From an optimization exercise on the open Yosys and OpenROAD flow, aimed at a short achievable clock period and few clock cycles; shortcuts taken in it are not production practice. In this exercise RTL edits were held to simulation tests only and were not proved equivalent to the original. Power and IR drop assume default switching activity.

==> inputs of job 5846 <==
==> flow/design.v <==
module nibble_cpu (
    input  wire       clk,
    input  wire       rst,           
    output wire       imem_en,
    output wire [3:0] imem_addr,
    input  wire [7:0] imem_rdata,
    input  wire       imem_present,  
    input  wire       in_valid,
    input  wire [3:0] in_data,
    output wire       in_ready,
    output wire       out_valid,
    output wire [3:0] out_data,
    input  wire       rearm,
    output wire       halted,
    output wire [3:0] final_a,
    output wire       final_c,
    output wire       fault,
    output wire [3:0] fault_pc
);
    localparam OP_NOP   = 4'h0;
    localparam OP_LOAD  = 4'h1;
    localparam OP_ADD   = 4'h2;
    localparam OP_SUB   = 4'h3;
    localparam OP_AND   = 4'h4;
    localparam OP_OR    = 4'h5;
    localparam OP_JMP   = 4'h6;
    localparam OP_JZ    = 4'h7;
    localparam OP_JNZ   = 4'h8;
    localparam OP_STORE = 4'h9;
    localparam OP_LOADM = 4'hA;
    localparam OP_ADDM  = 4'hB;
    localparam OP_SUBM  = 4'hC;
    localparam OP_HALT  = 4'hD;
    localparam OP_IN    = 4'hE;
    localparam OP_OUT   = 4'hF;
    localparam D_TK1  = 0;       
    localparam D_TK0  = 1;       
    localparam D_MEM  = 2;       
    localparam D_IN   = 3;
    localparam D_OUT  = 4;
    localparam D_HALT = 5;
    localparam D_ST   = 6;
    localparam D_PB   = 7;       
    localparam D_ADD  = 8;       
    localparam D_SUB  = 9;       
    localparam D_AND  = 10;
    localparam D_OR   = 11;
    localparam ND     = 12;
    function [ND-1:0] decode(input [3:0] o);
        begin
            decode = {ND{1'b0}};
            decode[D_TK1]  = (o == OP_JMP) || (o == OP_JZ);
            decode[D_TK0]  = (o == OP_JMP) || (o == OP_JNZ);
            decode[D_MEM]  = (o == OP_LOADM) || (o == OP_ADDM) || (o == OP_SUBM);
            decode[D_IN]   = (o == OP_IN);
            decode[D_OUT]  = (o == OP_OUT);
            decode[D_HALT] = (o == OP_HALT);
            decode[D_ST]   = (o == OP_STORE);
            decode[D_PB]   = (o == OP_LOAD) || (o == OP_LOADM);
            decode[D_ADD]  = (o == OP_ADD) || (o == OP_ADDM);
            decode[D_SUB]  = (o == OP_SUB) || (o == OP_SUBM);
            decode[D_AND]  = (o == OP_AND);
            decode[D_OR]   = (o == OP_OR);
        end
    endfunction
    function [15:0] onehot4(input [3:0] v);
        onehot4 = 16'd1 << v;
    endfunction
    function [15:0] rotl1(input [15:0] v);
        rotl1 = {v[14:0], v[15]};
    endfunction
    integer k;
    reg  [3:0]  fa;              
    reg         ren;             
    reg         rv;              
    reg  [3:0]  rtag;            
    reg         rst_q;
    wire        first   = rst_q && !rst;
    wire [3:0]  raddr   = {fa[3:1], fa[0] | first};
    reg  [7:0]  cw  [0:15];      
    reg  [15:0] cv;              
    reg  [15:0] cp;              
    reg  [3:0]  opv [0:15];      
    reg  [3:0]  acc;
    reg         c_flag;
    reg         z_flag;
    reg  [3:0]  mem [0:15];
    reg         halted_q;
    reg  [3:0]  final_a_q;       
    reg         final_c_q;       
    reg         fault_q;
    reg         out_valid_q;
    reg  [3:0]  out_data_q;
    reg         in_ready_q;
    reg         irv;             
    reg  [3:0]  opnd;            
    reg  [15:0] ir_oh;           
    reg  [ND-1:0] d;             
    reg         irp;             
    reg         ird;             
    reg  [3:0]  p;               
    reg  [3:0]  fpc;             
    reg  [3:0]  np;              
    reg  [15:0] np_oh;
    reg  [3:0]  bv;              
    reg         fwd;             
    wire running  = !halted_q && !fault_q;
    wire act      = running && irv;
    wire flt      = act && !irp;
    wire go       = running && irv && irp && !(d[D_IN] && !in_valid);
    wire taken    = running && (z_flag ? d[D_TK1] : d[D_TK0]);
    wire st_go    = running && irv && irp && d[D_ST];
    reg  [3:0]  mem_nx [0:15];
    always @(*)
        for (k = 0; k < 16; k = k + 1)
            mem_nx[k] = (st_go && opnd == k) ? acc : mem[k];
    wire resume   = halted_q && rearm && ird;    
    wire [3:0] mval  = fwd ? acc : bv;
    wire [4:0] add_r = {1'b0, acc} + {1'b0, mval};
    wire [4:0] sub_r = {1'b0, acc} - {1'b0, mval};
    wire [3:0] acc_nx = ({4{d[D_PB]}}  & mval)
                      | ({4{d[D_ADD]}} & add_r[3:0])
                      | ({4{d[D_SUB]}} & sub_r[3:0])
                      | ({4{d[D_AND]}} & (acc & mval))
                      | ({4{d[D_OR]}}  & (acc | mval))
                      | ({4{d[D_IN]}}  & in_data)
                      | ({4{!(d[D_PB] | d[D_ADD] | d[D_SUB] | d[D_AND] | d[D_OR] | d[D_IN])}} & acc);
    wire       c_nx   = d[D_ADD] ? add_r[4] : d[D_SUB] ? sub_r[4] : c_flag;
    wire [3:0] neg_acc = 4'd0 - acc;
    wire       z_nx   = (d[D_PB]  && mval == 4'd0)
                      | (d[D_ADD] && mval == neg_acc)
                      | (d[D_SUB] && mval == acc)
                      | (d[D_AND] && (acc & mval) == 4'd0)
                      | (d[D_OR]  && (acc | mval) == 4'd0)
                      | (d[D_IN]  && in_data == 4'd0)
                      | (!(d[D_PB] | d[D_ADD] | d[D_SUB] | d[D_AND] | d[D_OR] | d[D_IN]) && acc == 4'd0);
    wire        want_ld = go || !irv || resume;
    wire [3:0]  want    = taken ? opnd : np;
    wire        rd_seq  = rv && rtag == np;
    wire [ND-1:0] rd_d  = decode(imem_rdata[7:4]);
    reg  [3:0]  n_seq, n_tgt, v_seq, v_tgt;
    reg  [ND-1:0] d_seq, d_tgt;
    reg         cv_seq, cv_tgt, cp_seq, cp_tgt, eq_seq, eq_tgt;
    wire [3:0]  rd_mv = mem[imem_rdata[3:0]];        
    wire        rd_eq = imem_rdata[3:0] == opnd;
    wire [3:0]  rd_mn = (st_go && rd_eq) ? acc : rd_mv;   
    always @(*) begin
        n_seq  = rd_seq ? imem_rdata[3:0] : 4'd0;
        v_seq  = rd_seq ? rd_mv : 4'd0;
        eq_seq = rd_seq && rd_eq;
        d_seq  = rd_seq ? rd_d : {ND{1'b0}};
        cv_seq = rd_seq;
        cp_seq = rd_seq && imem_present;
        n_tgt  = 4'd0;
        v_tgt  = 4'd0;
        eq_tgt = 1'b0;
        d_tgt  = {ND{1'b0}};
        cv_tgt = 1'b0;
        cp_tgt = 1'b0;
        for (k = 0; k < 16; k = k + 1) begin
            if (np_oh[k]) begin
                n_seq = n_seq | cw[k][3:0];
                d_seq = d_seq | decode(cw[k][7:4]);
                cv_seq = cv_seq | cv[k]; cp_seq = cp_seq | cp[k];
                v_seq = v_seq | opv[k];
                eq_seq = eq_seq | (cv[k] && cw[k][3:0] == opnd);
            end
            if (ir_oh[k]) begin
                n_tgt = n_tgt | cw[k][3:0];
                d_tgt = d_tgt | decode(cw[k][7:4]);
                cv_tgt = cv_tgt | cv[k]; cp_tgt = cp_tgt | cp[k];
                v_tgt = v_tgt | opv[k];
                eq_tgt = eq_tgt | (cv[k] && cw[k][3:0] == opnd);
            end
        end
    end
    wire          hit   = taken ? cv_tgt : cv_seq;
    wire [3:0]    n_n   = taken ? n_tgt  : n_seq;
    wire [15:0]   n_oh  = onehot4(n_n);
    wire [ND-1:0] n_d   = taken ? d_tgt  : d_seq;
    wire          n_p   = taken ? cp_tgt : cp_seq;
    wire [3:0]    n_v   = taken ? v_tgt  : v_seq;
    wire          n_eq  = taken ? eq_tgt : eq_seq;
    wire early_ok = go && hit && !d[D_OUT] && !d[D_HALT];
    wire early_h  = early_ok && n_p && n_d[D_HALT];
    wire early_f  = early_ok && !n_p;
    wire halted_nx = halted_q ? !rearm : ((go && d[D_HALT] && !ird) || early_h);
    wire fault_nx  = fault_q || flt || early_f;
    wire [3:0]  rd_n    = imem_rdata[3:0];
    wire [15:0] cv_fill = rv ? (cv | onehot4(rtag)) : cv;
    wire        jlook   = rv && imem_rdata[7:4] == OP_JMP && !cv[rd_n] && rtag != rd_n
                          && !(ren && raddr == rd_n);
    wire        wait_np = !irv && !cv[np] && !rd_seq && !(ren && raddr == np);
    always @(posedge clk) begin
        rst_q <= rst;
        rv    <= ren;
        rtag  <= raddr;
        if (rst) begin
            fa  <= 4'd0;
            ren <= 1'b1;
            cv  <= 16'd0;
            cp  <= 16'd0;
            for (k = 0; k < 16; k = k + 1) begin
                cw[k]  <= 8'd0;
                opv[k] <= 4'd0;
            end
        end else begin
            if (wait_np) begin
                fa  <= np;
                ren <= 1'b1;
            end else if (jlook) begin
                fa  <= rd_n;
                ren <= 1'b1;
            end else begin
                fa  <= first ? 4'd2 : fa + 4'd1;
                ren <= !(&cv_fill);
            end
            for (k = 0; k < 16; k = k + 1)
                if (rv && rtag == k)
                    opv[k] <= rd_mn;
                else if (st_go && cv[k] && cw[k][3:0] == opnd)
                    opv[k] <= acc;
            if (rv) begin
                cw[rtag] <= imem_rdata;
                cp[rtag] <= imem_present;
                cv[rtag] <= 1'b1;
            end
        end
    end
    always @(posedge clk) begin
        if (rst) begin
            irv         <= 1'b0;
            ird         <= 1'b0;
            d           <= {ND{1'b0}};
            p           <= 4'd0;
            fpc         <= 4'd0;
            np          <= 4'd0;
            np_oh       <= 16'd1;
            acc         <= 4'd0;
            c_flag      <= 1'b0;
            z_flag      <= 1'b0;
            final_a_q   <= 4'd0;
            final_c_q   <= 1'b0;
            halted_q    <= 1'b0;
            fault_q     <= 1'b0;
            out_valid_q <= 1'b0;
            in_ready_q  <= 1'b0;
            for (k = 0; k < 16; k = k + 1)
                mem[k] <= 4'd0;
        end else begin
            halted_q    <= halted_nx;
            fault_q     <= fault_nx;
            out_valid_q <= go && d[D_OUT];
            for (k = 0; k < 16; k = k + 1)
                mem[k] <= mem_nx[k];
            if (go) begin
                acc       <= acc_nx;
                c_flag    <= c_nx;
                z_flag    <= z_nx;
                final_a_q <= acc_nx;
                final_c_q <= c_nx;
                if (d[D_OUT])
                    out_data_q <= acc;
            end
            if (want_ld) begin
                p   <= want;
                fpc <= want;
                if (hit) begin
                    irv   <= 1'b1;
                    opnd  <= n_n;
                    ir_oh <= n_oh;
                    d     <= n_p ? n_d : {ND{1'b0}};
                    irp   <= n_p;
                    ird   <= early_h;
                    np    <= taken ? opnd + 4'd1 : np + 4'd1;
                    np_oh <= rotl1(taken ? ir_oh : np_oh);
                    bv    <= n_d[D_MEM] ? n_v : n_n;
                    fwd   <= n_d[D_MEM] && st_go && n_eq;
                    in_ready_q <= n_p && n_d[D_IN] && !(halted_q && !rearm)
                                  && !(go && d[D_HALT]) && !fault_q;
                end else begin
                    irv   <= 1'b0;
                    ird   <= 1'b0;
                    d     <= {ND{1'b0}};
                    np    <= want;
                    np_oh <= taken ? ir_oh : np_oh;
                    in_ready_q <= 1'b0;
                end
            end else begin
                in_ready_q <= d[D_IN] && !halted_nx && !fault_nx;
            end
        end
    end
    assign imem_en   = ren;
    assign imem_addr = raddr;
    assign in_ready  = in_ready_q;
    assign out_valid = out_valid_q;
    assign out_data  = out_data_q;
    assign halted    = halted_q;
    assign final_a   = final_a_q;
    assign final_c   = final_c_q;
    assign fault     = fault_q;
    assign fault_pc  = fpc;
endmodule
==> flow/run.sh <==
#!/bin/bash
# synth_recipe.tcl (not shown) runs the flow's synth.tcl, then flattens the netlist and writes it again
# the make line also repeats each setting of config.mk as NAME=value (left out here)
make -C /OpenROAD-flow-scripts/flow DESIGN_CONFIG=/design/flow/config.mk WORK_HOME=/design/flow/orfs CLKGATE_MAP_FILE= SYNTH_SCRIPT=/design/flow/synth_recipe.tcl finish
==> flow/config.mk <==
export PLATFORM = sky130hd
export DESIGN_NAME = nibble_cpu
export DESIGN_NICKNAME = nibble_cpu
export VERILOG_FILES = /design/flow/design.v
export SDC_FILE = /design/flow/constraint.sdc
export NUM_CORES = 4
export LEC_CHECK = 0
export CAP_MARGIN = 20
export CELL_PAD_IN_SITES_DETAIL_PLACEMENT = 1
export CELL_PAD_IN_SITES_GLOBAL_PLACEMENT = 2
export CORE_MARGIN = 2
export CORE_UTILIZATION = 30
export CTS_CLUSTER_DIAMETER = 100
export CTS_CLUSTER_SIZE = 40
export GPL_ROUTABILITY_DRIVEN = 0
export PLACE_DENSITY = 0.55
export SETUP_SLACK_MARGIN = 3.0
export SLEW_MARGIN = 20
export TNS_END_PERCENT = 100
==> flow/constraint.sdc <==
create_clock -name core_clock -period 5.0 [get_ports {clk}]
set_input_delay 1.0000 -clock core_clock [delete_from_list [all_inputs] [get_ports {clk}]]
set_output_delay 1.0000 -clock core_clock [all_outputs]
set_load 0.01 [all_outputs]
==> job 4916: changes against job 5846 <==
--- a/flow/design.v
+++ b/flow/design.v
@@ -75,4 +75,5 @@
     reg         rv;              
     reg  [3:0]  rtag;            
+    reg  [15:0] rdh;             
     reg         rst_q;
     wire        first   = rst_q && !rst;
@@ -137,5 +138,6 @@
     wire        want_ld = go || !irv || resume;
     wire [3:0]  want    = taken ? opnd : np;
-    wire        rd_seq  = rv && rtag == np;
+    wire        rd_seq  = |(rdh & np_oh);
+    wire        rd_tgt  = |(rdh & ir_oh);
     wire [ND-1:0] rd_d  = decode(imem_rdata[7:4]);
     reg  [3:0]  n_seq, n_tgt, v_seq, v_tgt;
@@ -152,10 +154,10 @@
         cv_seq = rd_seq;
         cp_seq = rd_seq && imem_present;
-        n_tgt  = 4'd0;
-        v_tgt  = 4'd0;
-        eq_tgt = 1'b0;
-        d_tgt  = {ND{1'b0}};
-        cv_tgt = 1'b0;
-        cp_tgt = 1'b0;
+        n_tgt  = rd_tgt ? imem_rdata[3:0] : 4'd0;
+        v_tgt  = rd_tgt ? rd_mv : 4'd0;
+        eq_tgt = rd_tgt && rd_eq;
+        d_tgt  = rd_tgt ? rd_d : {ND{1'b0}};
+        cv_tgt = rd_tgt;
+        cp_tgt = rd_tgt && imem_present;
         for (k = 0; k < 16; k = k + 1) begin
             if (np_oh[k]) begin
@@ -196,4 +198,5 @@
         rv    <= ren;
         rtag  <= raddr;
+        rdh   <= ren ? onehot4(raddr) : 16'd0;
         if (rst) begin
             fa  <= 4'd0;
Settings changed: GPL_ROUTABILITY_DRIVEN 0 to not set.
==> job 1001: changes against job 5846 <==
--- a/flow/design.v
+++ b/flow/design.v
@@ -138,4 +138,5 @@
     wire [3:0]  want    = taken ? opnd : np;
     wire        rd_seq  = rv && rtag == np;
+    wire        rd_tgt  = rv && rtag == opnd;
     wire [ND-1:0] rd_d  = decode(imem_rdata[7:4]);
     reg  [3:0]  n_seq, n_tgt, v_seq, v_tgt;
@@ -152,10 +153,10 @@
         cv_seq = rd_seq;
         cp_seq = rd_seq && imem_present;
-        n_tgt  = 4'd0;
-        v_tgt  = 4'd0;
-        eq_tgt = 1'b0;
-        d_tgt  = {ND{1'b0}};
-        cv_tgt = 1'b0;
-        cp_tgt = 1'b0;
+        n_tgt  = rd_tgt ? imem_rdata[3:0] : 4'd0;
+        v_tgt  = rd_tgt ? rd_mv : 4'd0;
+        eq_tgt = rd_tgt && rd_eq;
+        d_tgt  = rd_tgt ? rd_d : {ND{1'b0}};
+        cv_tgt = rd_tgt;
+        cp_tgt = rd_tgt && imem_present;
         for (k = 0; k < 16; k = k + 1) begin
             if (np_oh[k]) begin
Settings changed: CELL_PAD_IN_SITES_GLOBAL_PLACEMENT 2 to 1, CORE_UTILIZATION 30 to 35, GPL_ROUTABILITY_DRIVEN 0 to not set, PLACE_DENSITY 0.55 to 0.6.
==> job 4861: changes against job 5846 <==
--- a/flow/design.v
+++ b/flow/design.v
@@ -77,5 +77,5 @@
     reg         rst_q;
     wire        first   = rst_q && !rst;
-    wire [3:0]  raddr   = {fa[3:1], fa[0] | first};
+    wire [3:0]  raddr   = {fa[3:1], fa[0] ^ first};
     reg  [7:0]  cw  [0:15];      
     reg  [15:0] cv;              
@@ -138,4 +138,5 @@
     wire [3:0]  want    = taken ? opnd : np;
     wire        rd_seq  = rv && rtag == np;
+    wire        rd_tgt  = rv && rtag == opnd;
     wire [ND-1:0] rd_d  = decode(imem_rdata[7:4]);
     reg  [3:0]  n_seq, n_tgt, v_seq, v_tgt;
@@ -152,24 +153,24 @@
         cv_seq = rd_seq;
         cp_seq = rd_seq && imem_present;
-        n_tgt  = 4'd0;
-        v_tgt  = 4'd0;
-        eq_tgt = 1'b0;
-        d_tgt  = {ND{1'b0}};
-        cv_tgt = 1'b0;
-        cp_tgt = 1'b0;
+        n_tgt  = rd_tgt ? imem_rdata[3:0] : 4'd0;
+        v_tgt  = rd_tgt ? rd_mv : 4'd0;
+        eq_tgt = rd_tgt && rd_eq;
+        d_tgt  = rd_tgt ? rd_d : {ND{1'b0}};
+        cv_tgt = rd_tgt;
+        cp_tgt = rd_tgt && imem_present;
         for (k = 0; k < 16; k = k + 1) begin
-            if (np_oh[k]) begin
+            if (np_oh[k] && cv[k]) begin
                 n_seq = n_seq | cw[k][3:0];
                 d_seq = d_seq | decode(cw[k][7:4]);
-                cv_seq = cv_seq | cv[k]; cp_seq = cp_seq | cp[k];
+                cv_seq = 1'b1; cp_seq = cp_seq | cp[k];
                 v_seq = v_seq | opv[k];
-                eq_seq = eq_seq | (cv[k] && cw[k][3:0] == opnd);
+                eq_seq = eq_seq | (cw[k][3:0] == opnd);
             end
-            if (ir_oh[k]) begin
+            if (ir_oh[k] && cv[k]) begin
                 n_tgt = n_tgt | cw[k][3:0];
                 d_tgt = d_tgt | decode(cw[k][7:4]);
-                cv_tgt = cv_tgt | cv[k]; cp_tgt = cp_tgt | cp[k];
+                cv_tgt = 1'b1; cp_tgt = cp_tgt | cp[k];
                 v_tgt = v_tgt | opv[k];
-                eq_tgt = eq_tgt | (cv[k] && cw[k][3:0] == opnd);
+                eq_tgt = eq_tgt | (cw[k][3:0] == opnd);
             end
         end
@@ -200,9 +201,4 @@
             ren <= 1'b1;
             cv  <= 16'd0;
-            cp  <= 16'd0;
-            for (k = 0; k < 16; k = k + 1) begin
-                cw[k]  <= 8'd0;
-                opv[k] <= 4'd0;
-            end
         end else begin
             if (wait_np) begin
@@ -219,5 +215,5 @@
                 if (rv && rtag == k)
                     opv[k] <= rd_mn;
-                else if (st_go && cv[k] && cw[k][3:0] == opnd)
+                else if (st_go && cw[k][3:0] == opnd)
                     opv[k] <= acc;
             if (rv) begin
Settings changed: GPL_ROUTABILITY_DRIVEN 0 to not set.
==> qor summary <==
| item | job 1001 | job 4861 | job 5846 | job 4916 |
|---|---|---|---|---|
| Result of the run | complete, no violations | complete, no violations | complete, no violations | complete, no violations |
| Power per unit of standard cell area | 431 nW/um2 | 419 nW/um2 | 441 nW/um2 | 413 nW/um2 |
| Cell repeated most along the worst path | - | sky130_fd_sc_hd__a2111oi_4 | sky130_fd_sc_hd__buf_12 | sky130_fd_sc_hd__buf_6 |
| Part of the total power dissipated in sequential elements | 27.1% | 27.9% | 26.5% | 30.3% |
| HPWL reported at the end of detailed placement | 108000 um | 121000 um | 114000 um | 117000 um |
| Layout Cell Area excl Fill | 35800 um2 | 37000 um2 | 35700 um2 | 35100 um2 |
| Initial core utilization | 35.3% | 30.1% | 30.3% | 30.2% |
| Tapcell count | 950 | 1070 | 1070 | 1144 |
| Critical Path Max Stage Delay | 0.60 ns | 0.68 ns | 0.73 ns | 0.53 ns |
| Worst slew pin tran | 0.963 ns | 1.31 ns | 1.15 ns | 1.07 ns |
| Part of the Yosys area used for sequential elements | 36.1% | 40.3% | 36.5% | 36.8% |
| Shortest clock period the worst path allows after layout | 2.81 ns | 2.87 ns | 2.86 ns | 2.96 ns |
| Hold Path Origin | mem[3][3] | mem[0][0] | ren | mem[12][2] |
| Placed Cells incl. Taps | 3827 | 3782 | 3932 | 4094 |
| Clock-cell share of area | 2.67% | 2.58% | 2.85% | 2.77% |
| Compound-gate portion of the synthesized area | 21.8% | 19.5% | 21.9% | 21.6% |
| Core outline area | 71400 um2 | 81700 um2 | 82200 um2 | 84900 um2 |
| Clock network power consumption | 2.52 mW | 2.57 mW | 2.66 mW | 2.65 mW |
| Post-route fraction of the period consumed by the critical path | 56.2% | 57.4% | 57.3% | 59.2% |
| Worst slew slack as a fraction of its limit | 35.1% | 12.2% | 22.7% | 28.3% |
| Ratio of cells with drive above 1 in the final layout | 36.4% | 41.3% | 36.3% | 31.8% |
| Critical path depth in cells | 9 | 8 | 10 | 12 |
| Filler Cells Inserted | 7949 | 8976 | 9186 | 9692 |
| Post-place instance area | 27300 um2 | 26800 um2 | 26800 um2 | 27500 um2 |
| Wirelength per Cell | 39.3 um | 42.1 um | 38.0 um | 38.3 um |
| Gpl congestion | 1.02 | 1.10 | - | 0.986 |
Testbench counts of job 5846, summed over its fixed seeds: cycles 126,459.
Testbench counts of job 4916, summed over its fixed seeds: cycles 126,329.
Testbench counts of job 1001, summed over its fixed seeds: cycles 126,329.
Testbench counts of job 4861, summed over its fixed seeds: cycles 126,329.

==> separate check: timing with driven ports <==
How much do the figures lean on ideal ports? The routed layouts below were timed once more, with nothing changed but the port constraints.
Step 1 sets driving cells, clkbuf_16 on the clock port and buf_2 on the other inputs (assumed; they add their load-dependent delay and slew).
Step 2 times the ports against the registers' clock, not the clock port: input delays grow and output delays shrink by t, the midpoint of the rising clock arrivals with the driver on.
Three values: ideal, step 1, step 2; two values: the first two.
| run | t, ns | slack for setup (ns) | worst setup path at the end | slew at the worst register clock pin (ns) |
|---|---|---|---|---|
| job 5846 | 0.710 | 2.136 / 2.136 / 1.775 | input to register | 0.12 / 0.12 |
| job 4916 | 0.700 | 2.039 / 2.039 / 1.544 | input to register | 0.12 / 0.12 |
| job 1001 | 0.696 | 2.190 / 2.190 / 1.606 | input to register | 0.12 / 0.12 |
| job 4861 | 0.705 | 2.128 / 2.114 / 1.524 | input to register | 0.11 / 0.11 |
After both steps setup and hold are still met in every run listed. For job 4861, which loses most, drivers alone change the setup slack by -0.014 ns; drivers and shift together by -0.604 ns.
